Background: an optimization exercise with open tools, aiming at small area, a short achievable clock period and few clock cycles. Do not read the settings as production practice.
Function was checked by simulation only, so behaviour that the tests miss may differ from the original.
Power and IR drop assume default switching activity.

## xenon
==> flow/design.v (excerpt) <==
module ndef_dec (
    input  wire        clk,
    input  wire        rst,           
    input  wire        req,
    input  wire [7:0]  op,
    input  wire [7:0]  arg,
    output wire        busy,
    output reg         done,
    output reg  [2:0]  res,
    output reg  [3:0]  cause,
    output reg         badtxt,
    output wire [15:0] tb_len,
    output wire [15:0] txt_off,
    output wire [15:0] txt_len,
    output wire [15:0] idx,
    input  wire [15:0] rd_addr,
    output wire [7:0]  rd_data
);
==> flow/config.mk <==
export PLATFORM = sky130hd
export DESIGN_NAME = ndef_dec
export DESIGN_NICKNAME = ndef_dec
export VERILOG_FILES = /design/flow/design.v
export SDC_FILE = /design/flow/constraint.sdc
export NUM_CORES = 4
export LEC_CHECK = 0
export CAP_MARGIN = 20
export CORE_MARGIN = 2
export CORE_UTILIZATION = 60
export CTS_CLUSTER_DIAMETER = 90
export CTS_CLUSTER_SIZE = 28
export SLEW_MARGIN = 20
==> flow/constraint.sdc <==
create_clock -name core_clock -period 10.0 [get_ports {clk}]
set_input_delay 2.0000 -clock core_clock [delete_from_list [all_inputs] [get_ports {clk}]]
set_output_delay 2.0000 -clock core_clock [all_outputs]
set_load 0.01 [all_outputs]
standard.sh (not shown) runs the stock make flow with config.mk's settings and CLKGATE_MAP_FILE= SYNTH_SCRIPT=/design/flow/synth_recipe.tcl, a recipe that flattens the netlist after the stock synthesis.
==> flow/flow/run.sh <==
#!/bin/bash
# The standard layout (standard.sh, with its unchanged synthesis), with
# more timing-repair effort: repair_timing aims for 6.0 ns of setup slack,
# ports are buffered with buf_2, and the resizer may change a cell's footprint.
bash standard.sh SETUP_SLACK_MARGIN=6.0 MATCH_CELL_FOOTPRINT=0 \
    "BUFFER_PORTS_ARGS=-buffer_cell sky130_fd_sc_hd__buf_2" finish > standard.log 2>&1
Testbench counts of xenon, summed over its fixed seeds: cycles 15,689.
[inputs] lagoon vs xenon
# xenon
export LEC_CHECK = 0
export CAP_MARGIN = 20
export CORE_MARGIN = 2
export CORE_UTILIZATION = 60
export CTS_CLUSTER_DIAMETER = 90
export CTS_CLUSTER_SIZE = 28
export SLEW_MARGIN = 20
create_clock -name core_clock -period 10.0 [get_ports {clk}]
# lagoon
export LEC_CHECK = 0
export CAP_MARGIN = 20
export CORE_MARGIN = 2
export CORE_UTILIZATION = 50
export CTS_CLUSTER_DIAMETER = 90
export CTS_CLUSTER_SIZE = 24
export SLEW_MARGIN = 20
create_clock -name core_clock -period 10.0 [get_ports {clk}]
## What came out
Per the final summary, lagoon finished and its layout is clean on timing, DRC and antenna.
Global-route wire length before repair on lagoon is up relative to xenon.
Re routed wire length: xenon and lagoon aren't equal, and the lower value belongs to xenon.
For lagoon, the first element of the critical path was rd_addr[1], unlike xenon, where it was rd_addr[0].
As far as final count of negative-setup-slack endpoints goes, xenon and lagoon are indistinguishable; the numbers are identical.
Die boundary height | lagoon above xenon
Summary — global routing met3 resource utilization, lagoon relative to xenon: lower, by 1.5 points.
Compared lagoon vs xenon, and overall power after layout is up in lagoon.
Vias per cell, xenon and lagoon: larger value in xenon
Diff xenon -> lagoon | final-layout fill cell count | up by more than a quarter
The worst setup margin reported for lagoon is greater than that of xenon by 0.052 ns.
[inputs] nickel vs lagoon
-- flow/flow/run.sh --
<<< lagoon, line 3
# more timing-repair effort: repair_timing aims for 6.0 ns of setup slack,
>>> nickel, line 3
# more timing-repair effort: repair_timing aims for 6.5 ns of setup slack,
<<< lagoon, line 5
bash standard.sh SETUP_SLACK_MARGIN=6.0 MATCH_CELL_FOOTPRINT=0 \
>>> nickel, line 5
bash standard.sh SETUP_SLACK_MARGIN=6.5 MATCH_CELL_FOOTPRINT=0 \
Sort lagoon and nickel by number of gates on the worst path with buffers counted asc -> top: lagoon. Quantity of gates resized following cts, lagoon and nickel, higher one = nickel. Summary of nickel over lagoon: final standard cell area without fillers climbed about 6.6%; met3 global-route usage rose by 3.7 points; clock power share down 1.6 points. lagoon has higher sequential cell area share than nickel. Post-route minimum period on nickel is ahead of lagoon. Compared with lagoon, post-detailed-routing wire length in nickel increased by more than 10%. The power dissipated in sequential cells on lagoon is in line with that on nickel. Re initial antenna violation count: lagoon was lower than nickel.
Modified inputs, yarrow compared to nickel
# nickel
export LEC_CHECK = 0
export CAP_MARGIN = 20
export CORE_MARGIN = 2
export CORE_UTILIZATION = 50
export CTS_CLUSTER_DIAMETER = 90
export CTS_CLUSTER_SIZE = 24
export SLEW_MARGIN = 20
create_clock -name core_clock -period 10.0 [get_ports {clk}]
# yarrow
export LEC_CHECK = 0
export CAP_MARGIN = 20
export CORE_MARGIN = 2
export CORE_UTILIZATION = 50
export CTS_BUF_LIST = sky130_fd_sc_hd__clkbuf_8 sky130_fd_sc_hd__clkbuf_16
export CTS_CLUSTER_DIAMETER = 90
export CTS_CLUSTER_SIZE = 24
export SLEW_MARGIN = 20
create_clock -name core_clock -period 10.0 [get_ports {clk}]
-- flow/flow/run.sh --
<<< nickel, line 3
# more timing-repair effort: repair_timing aims for 6.5 ns of setup slack,
>>> yarrow, line 3
# more timing-repair effort: repair_timing aims for 6.0 ns of setup slack,
<<< nickel, line 5
bash standard.sh SETUP_SLACK_MARGIN=6.5 MATCH_CELL_FOOTPRINT=0 \
>>> yarrow, line 5
bash standard.sh SETUP_SLACK_MARGIN=6.0 MATCH_CELL_FOOTPRINT=0 \
==> comparison <==
Against nickel, yarrow comes in about 5.6% lower on internal power of the cells. The lower via density per instance came out of yarrow. Per the comparison of yarrow with nickel, power density relative to cell area shows a reduction of about 1.5%; standard cell area after detailed placement shows no meaningful change; share of synthesized area occupied by flip-flops and latches shows no meaningful change. Against nickel, yarrow comes in 9.9 points higher on tightest slew margin relative to the limit.
Input changes introduced in tundra (baseline for comparison: yarrow):
# yarrow
export LEC_CHECK = 0
export CAP_MARGIN = 20
export CORE_MARGIN = 2
export CORE_UTILIZATION = 50
export CTS_BUF_LIST = sky130_fd_sc_hd__clkbuf_8 sky130_fd_sc_hd__clkbuf_16
export CTS_CLUSTER_DIAMETER = 90
export CTS_CLUSTER_SIZE = 24
export SLEW_MARGIN = 20
create_clock -name core_clock -period 10.0 [get_ports {clk}]
# tundra
export LEC_CHECK = 0
export CAP_MARGIN = 20
export CORE_MARGIN = 2
export CORE_UTILIZATION = 50
export CTS_CLUSTER_DIAMETER = 100
export CTS_CLUSTER_SIZE = 30
export SLEW_MARGIN = 20
create_clock -name core_clock -period 10.0 [get_ports {clk}]
[summary]
Status | yarrow and tundra | clean
Count of mapped cells out of synthesis came out exactly the same in yarrow and tundra.
tundra against yarrow: final hold slack grew by 0.0069 ns, area growth from synthesis to final layout fell 0.75 points, share of total power in the clock network went down, global-route usage over all layers went down.
What juniper does differently from tundra at the input level:
-- flow/flow/run.sh --
<<< tundra, line 3
# more timing-repair effort: repair_timing aims for 6.0 ns of setup slack,
>>> juniper, line 3
# more timing-repair effort: repair_timing aims for 6.25 ns of setup slack,
<<< tundra, line 5
bash standard.sh SETUP_SLACK_MARGIN=6.0 MATCH_CELL_FOOTPRINT=0 \
>>> juniper, line 5
bash standard.sh SETUP_SLACK_MARGIN=6.25 MATCH_CELL_FOOTPRINT=0 \
Notes after the runs:
For the layout-stage area growth over the synthesis result, juniper came in 4.8 points higher than tundra did.
Of tundra and juniper, the run reporting the lower number of non-clock buffers in the layout was tundra.
tundra → juniper: count of clock-buffer cells in the layout higher; final setup TNS roughly the same; placement-stage cell area level; sequential cell count saw little to no change; cell area went up.

========
Another version of the RTL of ndef_dec (not shown whole).
Size: roughly 2500 cells after synthesis, ~1200 flip-flops, about 120 I/O pins, roughly 37000 um^2 of cells after synthesis.
Design ndef_dec, start of the top module:
module ndef_dec (
    input  wire        clk,
    input  wire        rst,           
    input  wire        req,
    input  wire [7:0]  op,
    input  wire [7:0]  arg,
    output wire        busy,
    output reg         done,
    output reg  [2:0]  res,
    output reg  [3:0]  cause,
    output reg         badtxt,
    output wire [15:0] tb_len,
    output wire [15:0] txt_off,
    output wire [15:0] txt_len,
    output wire [15:0] idx,
    input  wire [15:0] rd_addr,
    output wire [7:0]  rd_data
);
    localparam CAP = 128;
    localparam [7:0] OP_DEC   = 8'h30;
    localparam [7:0] OP_TBCLR = 8'h40;
    localparam [7:0] OP_TBAPP = 8'h41;
    localparam [2:0] R_OK        = 3'd1;
    localparam [2:0] R_FOUND     = 3'd4;
    localparam [2:0] R_NOT_FOUND = 3'd5;
    localparam [2:0] R_REFUSED   = 3'd6;
    localparam [3:0] C_NONE       = 4'd0;
    localparam [3:0] C_CAP        = 4'd5;
    localparam [3:0] C_END        = 4'd7;
    localparam [3:0] C_TERMINATOR = 4'd8;
    localparam [3:0] C_TRUNCATED  = 4'd9;
    localparam [3:0] C_ILLEGAL_OP = 4'd10;
    localparam [3:0] M_T    = 4'd0,     
                     M_HDR  = 4'd1,     
                     M_RS   = 4'd2,     
                     M_L    = 4'd3,     
                     M_LX1  = 4'd4,     
                     M_LX2  = 4'd5,     
                     M_TL   = 4'd6,     
                     M_PL1  = 4'd7,     
                     M_PL4A = 4'd8,     
                     M_PL4B = 4'd9,
                     M_PL4C = 4'd10,
                     M_PL4D = 4'd11,    
                     M_ID   = 4'd12,    
                     M_TCHK = 4'd13,    
                     M_LANG = 4'd14,    
                     M_TXT  = 4'd15;    
    reg [CAP*8-1:0] ring;
    reg [6:0] rot;
    reg [6:0] ofs;                   
    reg [7:0] len;                   
    reg       busy_r;
    reg       wpend;                 
    wire      full = len[7];
    assign tb_len = {8'd0, len};
    assign busy   = busy_r;
    wire acc    = req && !busy_r;
    wire is_clr = acc && (op == OP_TBCLR);
    wire is_app = acc && (op == OP_TBAPP);
    wire is_dec = acc && (op == OP_DEC);
    wire app_ok = is_app && !full;
    reg        pend;                 
    reg [7:0]  pb;                   
    wire       ofs1    = (ofs == 7'd1);         
    wire       ofs2    = (ofs == 7'd2);
    wire       inj     = wpend && ofs1;
  ...
==> flow/config.mk <==
export PLATFORM = sky130hd
export DESIGN_NAME = ndef_dec
export DESIGN_NICKNAME = ndef_dec
export VERILOG_FILES = /design/flow/design.v
export SDC_FILE = /design/flow/constraint.sdc
export NUM_CORES = 4
export LEC_CHECK = 0
export CAP_MARGIN = 20
export CORE_MARGIN = 2
export CORE_UTILIZATION = 50
export CTS_CLUSTER_DIAMETER = 60
export CTS_CLUSTER_SIZE = 30
export SLEW_MARGIN = 20
==> flow/constraint.sdc <==
create_clock -name core_clock -period 10.0 [get_ports {clk}]
set_input_delay 2.0000 -clock core_clock [delete_from_list [all_inputs] [get_ports {clk}]]
set_output_delay 2.0000 -clock core_clock [all_outputs]
set_load 0.01 [all_outputs]
==> flow/flow/run.sh <==
#!/bin/bash
# The standard layout (standard.sh, with its unchanged synthesis), with
# more timing-repair effort: repair_timing aims for 6.5 ns of setup slack,
# ports are buffered with buf_2, and the resizer may change a cell's footprint.
bash standard.sh SETUP_SLACK_MARGIN=6.5 MATCH_CELL_FOOTPRINT=0 \
    "BUFFER_PORTS_ARGS=-buffer_cell sky130_fd_sc_hd__buf_2" finish > standard.log 2>&1
Testbench counts at the start, summed over its fixed seeds: cycles 15,689.
Change:
--- a/flow/flow/run.sh
+++ b/flow/flow/run.sh
@@ -3 +3 @@
-# more timing-repair effort: repair_timing aims for 6.5 ns of setup slack,
+# more timing-repair effort: repair_timing aims for 6.0 ns of setup slack,
@@ -5 +5 @@
-bash standard.sh SETUP_SLACK_MARGIN=6.5 MATCH_CELL_FOOTPRINT=0 \
+bash standard.sh SETUP_SLACK_MARGIN=6.0 MATCH_CELL_FOOTPRINT=0 \
--- a/flow/config.mk
+++ b/flow/config.mk
@@ -11,2 +11,2 @@
-export CTS_CLUSTER_DIAMETER = 60
-export CTS_CLUSTER_SIZE = 30
+export CTS_CLUSTER_DIAMETER = 90
+export CTS_CLUSTER_SIZE = 24
Die area does not change.
Via count falls by a few percent.
Cell area falls by a few percent.
Setup slack improves by 0.023 ns.
Utilization falls by 2.8 points.
Critical path depth falls by 2.
Clock-buffer cell count falls by 20.
Power falls by roughly a tenth.
Synthesized cell count stays the same.

==> static timing again, ports no longer ideal <==
How much do the figures lean on ideal ports? The routed layouts below were timed once more, with nothing changed but the port constraints. Step 1 assumes that a clkbuf_16 drives the clock port and a buf_2 every other input. Step 2 times the ports against the registers' clock, not the clock port: input delays grow and output delays shrink by t, the midpoint of the rising clock arrivals with the driver on. Slacks: no drivers / after step 1 / after step 2; pairs: no drivers / after step 1.
run	t, ns	setup slack, ns	clock arrival spread, ns
xenon	0.697	5.992 / 6.037 / 5.340	0.025 / 0.024
lagoon	0.724	6.044 / 6.070 / 5.346	0.022 / 0.022
nickel	0.716	6.136 / 6.159 / 5.443	0.017 / 0.016
yarrow	0.725	6.057 / 6.106 / 5.381	0.022 / 0.022
tundra	0.694	6.050 / 6.022 / 5.403	0.034 / 0.034
juniper	0.698	6.132 / 6.163 / 5.466	0.041 / 0.041
the first run of note 2	0.695	5.664 / 5.694 / 5.000	0.039 / 0.039
the second run of note 2	0.700	5.686 / 5.710 / 5.010	0.042 / 0.043
After both steps setup and hold are still met in every run listed. The setup slack of lagoon, which loses most, moves by +0.026 ns with the drivers and by -0.698 ns with both steps.
